What follows belongs to an exercise in optimizing a design on an open flow for small area, a short achievable clock period and few clock cycles; a production flow would make more cautious choices. The RTL was checked by simulation tests, not by an equivalence proof against the original design. Power is estimated from default activity; no workload was simulated.

File: run.sh
#!/bin/bash
# synth_recipe.tcl (not shown) runs the flow's synth.tcl, then flattens the netlist and writes it again
# the make line also repeats each setting of config.mk as NAME=value (left out here)
make -C /OpenROAD-flow-scripts/flow DESIGN_CONFIG=/design/flow/config.mk WORK_HOME=/design/flow/orfs CLKGATE_MAP_FILE= SYNTH_SCRIPT=/design/flow/synth_recipe.tcl finish
File: config.mk
export PLATFORM = sky130hd
export DESIGN_NAME = ant_codec
export DESIGN_NICKNAME = ant_codec
export VERILOG_FILES = /design/flow/design.v
export SDC_FILE = /design/flow/constraint.sdc
export NUM_CORES = 4
export LEC_CHECK = 0
export CAP_MARGIN = 20
export CORE_MARGIN = 2
export CORE_UTILIZATION = 40
export PLACE_DENSITY = 0.6
export SLEW_MARGIN = 20
File: constraint.sdc
create_clock -name core_clock -period 10.0 [get_ports {clk}]
set_input_delay 2.0000 -clock core_clock [delete_from_list [all_inputs] [get_ports {clk}]]
set_output_delay 2.0000 -clock core_clock [all_outputs]
set_load 0.01 [all_outputs]
File: design.v
module ant_codec (
    input  wire       clk,
    input  wire       rst,
    input  wire       cmd_valid,
    output wire       cmd_ready,
    input  wire [1:0] cmd_op,
    input  wire [7:0] cmd_byte,
    input  wire [8:0] cmd_len,
    output reg        rsp_valid,
    output reg  [3:0] rsp_code,
    output reg  [7:0] rsp_id,
    output reg  [7:0] rsp_plen,
    output reg  [8:0] rsp_count,
    output reg        pl_valid,
    output reg  [7:0] pl_byte,
    output reg        tx_valid,
    output reg  [7:0] tx_byte,
    output wire [8:0] rx_level
);
    localparam [7:0] SYNC  = 8'hA4;
    localparam integer DEPTH = 320;
    localparam [1:0] OP_PUSH = 2'd0, OP_DECODE = 2'd1, OP_DROP = 2'd2, OP_ENCODE = 2'd3;
    localparam [3:0] R_CHKERR  = 4'd4,
                     R_VALID   = 4'd5,
                     R_DROPPED = 4'd6,
                     R_ENC_OK  = 4'd7;
    localparam [2:0] Q_ACC = 3'd0, Q_OVR = 3'd1, Q_NOF = 3'd2, Q_INC = 3'd3,
                     Q_LONG = 3'd4, Q_DATA = 3'd7;
    localparam integer QD = 4;           
    localparam integer QW = 2;           
    localparam [1:0] SC_SEARCH = 2'd0, SC_LEN = 2'd1, SC_SUM = 2'd2, SC_DONE = 2'd3;
    localparam [2:0] E_IDLE = 3'd0, E_LEN = 3'd1, E_ID = 3'd2, E_PAY = 3'd3, E_CHK = 3'd4;
    function [8:0] inc_wrap;
        input [8:0] a;
        begin
            inc_wrap = (a == DEPTH - 1) ? 9'd0 : a + 9'd1;
        end
    endfunction
    function [8:0] wrap_add;
        input [8:0] a;
        input [8:0] b;
        reg   [9:0] s;
        begin
            s = {1'b0, a} + {1'b0, b};
            if (s >= DEPTH)
                wrap_add = s - DEPTH;
            else
                wrap_add = s[8:0];
        end
    endfunction
    reg [7:0] mem [0:DEPTH-1];
    reg [8:0] rd_ptr, wr_ptr, count;
    assign rx_level = count;
    reg       c_v;
    reg [1:0] c_op;
    reg [7:0] c_byte;
    reg [8:0] c_len;
    reg [1:0] sc_state;
    reg [8:0] sc_idx;      
    reg [8:0] sc_ptr;      
    reg       sc_caught;   
    reg [7:0] sc_len;
    reg [8:0] sc_rem;      
    reg       sc_need_id;
    reg [7:0] sc_id;
    reg [7:0] sc_xor;
    reg [8:0] sc_pay;      
    reg [8:0] raddr;
    reg       rd_stream;   
    reg       rd_scan1;    
    reg       rd_scan;     
    reg [8:0] f_idx;       
    reg [8:0] f_ptr;       
    reg       st_busy;
    reg [8:0] st_ptr;
    reg [7:0] st_left;
    reg       push_safe;
    reg [2:0] enc_state;
    reg       enc_pay;     
    reg [7:0] enc_len, enc_left, enc_id, enc_sum;
    reg       r_busy;
    reg       r_ready;
    reg [3:0] r_code;
    reg [2:0]    q_code [0:QD-1];
    reg [8:0]    q_n    [0:QD-1];
    reg [QW-1:0] q_head, q_tail;    
    reg [QW:0]   q_cnt;
    reg          q_room;
    wire is_pay   = enc_pay;
    wire c_push   = !is_pay && c_op == OP_PUSH;
    wire c_dec    = !is_pay && c_op == OP_DECODE;
    wire c_drop   = !is_pay && c_op == OP_DROP;
    wire c_enc    = !is_pay && c_op == OP_ENCODE;
    reg exec_ok;
    always @(*) begin
        if (is_pay)
            exec_ok = (enc_state == E_PAY);
        else case (c_op)
            OP_PUSH:   exec_ok = q_room && (!st_busy || push_safe);
            OP_DECODE: exec_ok = q_room && ((sc_state == SC_DONE) ? !r_busy : sc_caught);
            OP_DROP:   exec_ok = q_room && !r_busy;
            default:   exec_ok = q_room && (c_len[8] || !r_busy);
        endcase
    end
    wire exec = c_v && exec_ok;
    assign cmd_ready = !c_v || exec_ok;
    wire full      = (count == DEPTH);
    wire do_push   = exec && c_push && !full;
    wire dec_data  = sc_state == SC_DONE;
    wire dec_ok    = dec_data && sc_xor == 8'd0;
    wire do_remove = exec && c_dec && dec_data;
    wire do_valid  = do_remove && dec_ok;
    wire do_drop   = exec && c_drop;
    wire do_enc    = exec && c_enc && !c_len[8];
    wire do_pay    = exec && is_pay;
    wire [8:0] drop_n = (c_len > count) ? count : c_len;
    reg       q_add;
    reg [2:0] q_add_code;
    always @(*) begin
        q_add = 1'b0;
        q_add_code = Q_ACC;
        if (exec && !is_pay) begin
            q_add = 1'b1;
            case (c_op)
            OP_PUSH:   q_add_code = full ? Q_OVR : Q_ACC;
            OP_DECODE: q_add_code = dec_data ? Q_DATA :
                                    (sc_state == SC_SEARCH) ? Q_NOF : Q_INC;
            OP_DROP:   q_add_code = Q_DATA;
            default:   q_add_code = c_len[8] ? Q_LONG : Q_DATA;
            endcase
        end
    end
    wire       scan_reset = do_remove || do_drop;
    wire       sc_in_v    = !scan_reset && sc_state != SC_DONE &&
                            (rd_scan || (do_push && sc_caught));
    wire [7:0] sc_in      = rd_scan ? pl_byte : c_byte;
    wire       st_rd      = st_busy;                    
    wire       fetch      = !scan_reset && !st_rd &&
                            sc_state != SC_DONE && f_idx < count;
    wire [2:0] h_code  = q_code[q_head];
    wire [8:0] h_n     = q_n[q_head];
    wire       h_v     = q_cnt != 0;
    wire       r_now   = r_ready || (enc_state == E_CHK);
    wire       emit    = h_v && (h_code != Q_DATA || r_now);
    wire       merge   = q_add && h_v && q_add_code != Q_DATA &&
                         q_code[q_tail] == q_add_code && q_n[q_tail] != 9'd511;
    wire       newent  = q_add && !merge;
    wire       pop     = emit && h_n == 9'd1 && !(merge && q_tail == q_head);
    wire [QW:0] q_cnt_n = q_cnt + {{QW{1'b0}}, newent} - {{QW{1'b0}}, pop};
    wire [QW-1:0] q_wr = (q_cnt == 0) ? q_head : q_tail + 1'b1;
    always @(posedge clk) begin
        if (do_push)
            mem[wr_ptr] <= c_byte;
    end
    always @(posedge clk)
        pl_byte <= mem[raddr];
    integer i;
    always @(posedge clk) begin
        for (i = 0; i < QD; i = i + 1) begin
            if (newent && q_wr == i) begin
                q_code[i] <= q_add_code;
                q_n[i]    <= 9'd1;
            end else begin
                q_n[i] <= q_n[i] - {8'd0, emit && q_head == i}
                                 + {8'd0, merge && q_tail == i};
            end
        end
    end
    reg [9:0] cnt_sum;
    reg [8:0] count_n;
    always @(*) begin
        count_n = count;
        if (do_push)        count_n = count + 9'd1;
        else if (do_remove) count_n = count - sc_idx;
        else if (do_drop)   count_n = count - drop_n;
    end
    reg [1:0] sc_state_n;
    reg [8:0] sc_idx_n;
    always @(posedge clk) begin
        if (rst) begin
            c_v       <= 1'b0;
            rd_ptr    <= 9'd0;
            wr_ptr    <= 9'd0;
            count     <= 9'd0;
            sc_state  <= SC_SEARCH;
            sc_idx    <= 9'd0;
            sc_ptr    <= 9'd0;
            sc_caught <= 1'b1;
            sc_need_id <= 1'b0;
            rd_stream <= 1'b0;
            rd_scan   <= 1'b0;
            rd_scan1  <= 1'b0;
            f_idx     <= 9'd0;
            f_ptr     <= 9'd0;
            st_busy   <= 1'b0;
            st_left   <= 8'd0;
            push_safe <= 1'b1;
            enc_state <= E_IDLE;
            enc_pay   <= 1'b0;
            r_busy    <= 1'b0;
            r_ready   <= 1'b0;
            q_head    <= {QW{1'b0}};
            q_tail    <= {QW{1'b0}};
            q_cnt     <= {(QW+1){1'b0}};
            q_room    <= 1'b1;
            rsp_valid <= 1'b0;
            pl_valid  <= 1'b0;
            tx_valid  <= 1'b0;
        end else begin
            if (cmd_ready) begin
                c_v    <= cmd_valid;
                c_op   <= cmd_op;
                c_byte <= cmd_byte;
                c_len  <= cmd_len;
            end
            count <= count_n;
            if (do_push)
                wr_ptr <= inc_wrap(wr_ptr);
            if (do_remove)
                rd_ptr <= sc_ptr;
            else if (do_drop)
                rd_ptr <= wrap_add(rd_ptr, drop_n);
            sc_state_n = sc_state;
            sc_idx_n   = sc_idx;
            if (scan_reset) begin
                sc_state_n = SC_SEARCH;
                sc_idx_n   = 9'd0;
                sc_need_id <= 1'b0;
                f_idx <= 9'd0;
                if (do_drop) begin
                    sc_ptr <= wrap_add(rd_ptr, drop_n);
                    f_ptr  <= wrap_add(rd_ptr, drop_n);
                end else begin
                    f_ptr  <= sc_ptr;
                end
            end else if (sc_in_v) begin
                sc_idx_n = sc_idx + 9'd1;
                sc_ptr <= inc_wrap(sc_ptr);
                case (sc_state)
                SC_SEARCH: begin
                    if (sc_in == SYNC) begin
                        sc_state_n = SC_LEN;
                        sc_xor     <= SYNC;
                    end
                end
                SC_LEN: begin
                    sc_len     <= sc_in;
                    sc_rem     <= {1'b0, sc_in} + 9'd2;
                    sc_xor     <= sc_xor ^ sc_in;
                    sc_need_id <= 1'b1;
                    sc_pay     <= wrap_add(sc_ptr, 9'd2);
                    sc_state_n = SC_SUM;
                end
                default: begin
                    sc_xor     <= sc_xor ^ sc_in;
                    sc_need_id <= 1'b0;
                    if (sc_need_id)
                        sc_id <= sc_in;
                    sc_rem <= sc_rem - 9'd1;
                    if (sc_rem == 9'd1)
                        sc_state_n = SC_DONE;
                end
                endcase
            end
            sc_state  <= sc_state_n;
            sc_idx    <= sc_idx_n;
            sc_caught <= (sc_idx_n == count_n);
            rd_stream <= 1'b0;
            rd_scan1  <= 1'b0;
            rd_scan   <= rd_scan1 && !scan_reset;
            if (!scan_reset && sc_in_v && !rd_scan) begin
                f_idx <= f_idx + 9'd1;
                f_ptr <= inc_wrap(f_ptr);
            end
            if (do_valid) begin
                if (sc_len != 8'd0) begin
                    raddr     <= sc_pay;
                    rd_stream <= 1'b1;
                    st_ptr    <= inc_wrap(sc_pay);
                    st_left   <= sc_len - 8'd1;
                    st_busy   <= sc_len != 8'd1;
                end
            end else if (st_rd) begin
                raddr     <= st_ptr;
                rd_stream <= 1'b1;
                st_ptr    <= inc_wrap(st_ptr);
                st_left   <= st_left - 8'd1;
                st_busy   <= st_left != 8'd1;
            end else if (fetch) begin
                raddr    <= f_ptr;
                rd_scan1 <= 1'b1;
                f_idx    <= f_idx + 9'd1;
                f_ptr    <= inc_wrap(f_ptr);
            end
            push_safe <= ({1'b0, count} + {2'b0, st_left}) < 10'd316;
            pl_valid  <= rd_stream;
            if (exec && !is_pay && q_add_code == Q_DATA) begin
                r_busy  <= 1'b1;
                r_ready <= 1'b0;
                if (c_dec) begin
                    r_code    <= dec_ok ? R_VALID : R_CHKERR;
                    rsp_count <= sc_idx;
                    rsp_id    <= sc_id;
                    rsp_plen  <= sc_len;
                    r_ready   <= !dec_ok || sc_len[7:1] == 7'd0;
                end else if (c_drop) begin
                    r_code    <= R_DROPPED;
                    rsp_count <= drop_n;
                    r_ready   <= 1'b1;
                end else begin
                    r_code    <= R_ENC_OK;
                end
            end else begin
                if ((st_rd && st_left == 8'd1) || enc_state == E_CHK)
                    r_ready <= 1'b1;
            end
            rsp_valid <= emit;
            if (emit) begin
                rsp_code <= (h_code == Q_DATA) ? r_code : {h_code[2], 1'b0, h_code[1:0]};
                if (h_code == Q_DATA) begin
                    r_busy  <= 1'b0;
                    r_ready <= 1'b0;
                end
            end
            if (pop)
                q_head <= q_head + 1'b1;
            if (newent)
                q_tail <= q_wr;
            q_cnt  <= q_cnt_n;
            q_room <= q_cnt_n < QD;
            tx_valid <= 1'b0;
            case (enc_state)
            E_IDLE: begin
                if (do_enc) begin
                    tx_valid  <= 1'b1;
                    tx_byte   <= SYNC;
                    enc_len   <= c_len[7:0];
                    enc_left  <= c_len[7:0];
                    enc_id    <= c_byte;
                    enc_sum   <= SYNC ^ c_len[7:0] ^ c_byte;
                    enc_pay   <= c_len[7:0] != 8'd0;
                    enc_state <= E_LEN;
                end
            end
            E_LEN: begin
                tx_valid  <= 1'b1;
                tx_byte   <= enc_len;
                enc_state <= E_ID;
            end
            E_ID: begin
                tx_valid  <= 1'b1;
                tx_byte   <= enc_id;
                enc_state <= (enc_len == 8'd0) ? E_CHK : E_PAY;
            end
            E_PAY: begin
                if (do_pay) begin
                    tx_valid <= 1'b1;
                    tx_byte  <= c_byte;
                    enc_sum  <= enc_sum ^ c_byte;
                    enc_left <= enc_left - 8'd1;
                    if (enc_left == 8'd1) begin
                        enc_pay   <= 1'b0;
                        enc_state <= E_CHK;
                    end
                end
            end
            default: begin
                tx_valid  <= 1'b1;
                tx_byte   <= enc_sum;
                enc_state <= E_IDLE;
            end
            endcase
        end
    end
endmodule
==> notes.md <==
synthesized netlist by cell type, types with 17 or more instances:
cell	count
edfxtp_1	2722
mux4_2	848
nor2_1	512
clkbuf_1	210
nand2_1	146
dfxtp_1	142
ha_1	129
a21oi_1	119
inv_1	119
o21ai_0	101
xnor2_1	93
nand3_1	57
nor3_1	47
buf_2	46
xor2_1	45
and3_1	35
a21o_1	34
buf_1	33
mux2i_1	28
nor2b_1	27
mux2_2	26
a222oi_1	22
a31oi_1	22
buf_4	22
and2_1	19
nand2b_1	18
nor4_1	17
state kept, by name, indices dropped and copies added (netlist names), 9 cells and up:
register   flops
mem         2560
q_n           36
q_code        12
c_len          9
count          9
f_idx          9
f_ptr          9
raddr          9
rd_ptr         9
rsp_count      9
sc_idx         9
sc_pay         9
sc_ptr         9
sc_rem         9
st_ptr         9
wr_ptr         9
worst paths after layout:
check,start,to,depth (start not counted)
hold reg to reg,sc_id[2],rsp_id[2],0
setup reg to reg,count[1],rd_ptr[7],24
setup / recovery,count[1],rd_ptr[7],24
hold / removal,sc_id[2],rsp_id[2],0
layer usage:
layer  up-vias  GRT usage, %
li1      24280             -
met5         -             0
met2      2116         29.20
met1     30460         27.04
met4         2         4.500
met3       389         3.933
worst max-delay path, stage by stage, from the launching register on:
cell      delay [ps]
dfxtp_1          570
inv_1            240
ha_1             360
nand2b_1          70
a211o_1          290
a31oi_1          210
o21a_1           150
o32a_1           470
mux2i_1          520
inv_1            100
ha_1             290
a21o_1           180
a21oi_1          260
o21ai_0          130
o211a_1          150
o31ai_1          320
xor2_1           280
ha_1             190
nand2_1           40
or4_1            470
o31ai_1          240
a21oi_1          150
mux2i_1          160
a222oi_1         300
nor2_1            70
power by group through the flow:
stage / Clock (mW) / Sequential [mW] / Combinational (mW)
finish: 11.1 / 13.8 / 7.35
global route: 11.8 / 13.8 / 7.83
detailed placement: 0 / 14.0 / 7.42
global placement: 0 / 14.0 / 7.33
floorplan: 0 / 14.1 / 5.00
CTS: 11.3 / 13.8 / 7.45
cell families (layout without fill, tap and decap cells):
logic type / count (synthesis) / in the layout / synth area share, %
flops: 2864 / 2864 / 72.91
simple gates: 949 / 949 / 3.623
mux: 902 / 902 / 16.96
compound gates: 432 / 432 / 2.418
buf+inv: 431 / 815 / 1.522
xor+xnor: 138 / 138 / 1.042
fa+ha+maj: 137 / 137 / 1.529
other cells: 0 / 8 / 0
cell type report:
cell class / count / area [um^2] / share of cell area (%)
well taps: 3781 / 4731 / 3.613
multi-input cells: 2558 / 29790 / 22.75
repair buffers: 168 / 1712 / 1.307
clock inverters: 153 / 1639 / 1.252
clock buffers: 375 / 8033 / 6.134
inverters: 119 / 446.7 / 0.3411
flip-flops and latches: 2864 / 84580 / 64.59
diodes: 8 / 20.02 / 0.01529
==> reports/results.txt <==
Outcome: finished clean
Initial antenna violation count: 18
Post-synth cell types: 69
Top cells by area, synth: edfxtp_1, mux4_2, dfxtp_1
Max_cap viols: 0
Startpoint Class: register
CTS tree: done
Hold WC Path Type: register to register
Max VDD drop: 0.0001887 V
Max_slew headroom: 23.96%
Post-CTS Setup Repair Bufs: 0
Place WS: 3784 ps
Post-layout util: 45.41%
Count of warnings emitted by yosys: 3
Synthesis-stage register bit count: 2864
Final hold slack: 388.0 ps
Final HPWL DP: 167.7 mm
Clock Tree Root: clkbuf_16
Avg WL per Cell: 27.74 um
FF-to-FF setup slack: 3630 ps
Routed wire length: 278.1 mm
Sw Share: 27.59%
Internal Power: 23.33 mW
Worst Tran Pin Value: 1136 ps
Post-Synthesis Cells: 5853
Most common cell after layout, fill and taps aside: edfxtp_1
CTS Buffer Depth: 4
Post-synth top area cell: edfxtp_1
Comb pwr share: 22.8%
Height of the die: 542.5 um
Area Overhead vs Synth: 12.88%
Top routing layer used: met5
Area share of the largest cell type after synthesis: 70.46%
Vias per cell: 5.709
Post-route ant nets: 0
Fmax: 0.1570 GHz
Post-CTS Resized: 0
Clk_skew: 90.02 ps
Cell Area, Placed: 121200 um^2
DRC violation count after routing: 0
H-tree depth: 5
Fillers: 24030
Grt total ovfl: 0
Vias in the first global route: 57770
First-pass GRT wire length: 406.8 mm
Vias: 57240
Post-Syn Area: 116000 um^2
Sequential share of the synthesized area: 72.91%
Slew Viols, Final: 0
CP Max Fanout: 10
Cts-stage hold buffer count: 0
WP data required: 10660 ps
Syn_area_per_cell: 19.82 um^2
Die span in x: 542.5 um
Met3 wire length: 22.08 mm
GRT Total Usage: 18.75%
Unrepaired setup endpoints after global routing: false
Overall Power: 32.22 mW
CTS Buf Count: 306
CP Class: register to register
Clock-pin slew on the worst setup and hold paths: 60 ps
Post-layout min period: 6368 ps
Final hold violations: 0
Synth async-reset ratio: 0%
Syn nets: 6012
Final Setup Violations: 0
IO buf count: 79
Met2 Routed Length: 129.9 mm
Die Area: 294300 um^2
Largest net degree at the start of global routing: 225
Most frequent cells in the layout: edfxtp_1, mux4_2, nor2_1, clkbuf_16, dfxtp_1
Core area: 288400 um^2
Fin nets: 6176
# clock sinks: 2864
P per Cell Area: 246.0 nW/um^2
Drt initial violations: 6048
CP arrival: 7020 ps
Synth Flop Type: edfxtp_1
Top Ports: 80
FP Rows: 197
Min setup slack post-route: 3632 ps
Metal1 wirelength: 119.9 mm
CP endpoint kind: register
Ratio of cells with drive above 1 in the final layout: 22.66%
Insertion delay of the later-clocked pin in the worst-skew pair: 880 ps
Starting Density: 40.23%
Fin crit share: 63.68%
Clock share of power: 34.4%
Flop pwr share: 42.8%
Number of synthesized flops with an enable pin: 2722
Leak: 40.80 nW
Switching power: 8.889 mW
Dpl cells: 9487
Final GP Congestion: 0.8736
Final Instance Area: 131000 um^2
First drt pass iteration count: 8
Post-route insts no fill: 10030
Setup_tns: 0 ps
Testbench counts, summed over its fixed seeds: cycles 70,239.

==> static timing again, ports no longer ideal <==
In the flow no input, the clock included, has a driving cell. The finished layout below was timed again as built, in two steps. Step 1, drivers: a clkbuf_16 drives clk and a buf_2 each remaining input, both assumed. Step 2 adds t to the input delays and takes it off the output delays; t is the mean of the earliest and latest rising clock arrival at the registers after step 1. Input paths then give back, and output paths get back, about the clock's delay inside the block. Three values: ideal, step 1, step 2; two values: the first two.
t (ns): 0.934
setup WS [ns]: 3.632 / 3.632 / 3.632
worst setup path at the end: register to register
worst slew at a driven data input, ns: 0.21
After both steps setup and hold are still met in this run. For this run, drivers alone change the setup slack by 0.000 ns; drivers and shift together by 0.000 ns.
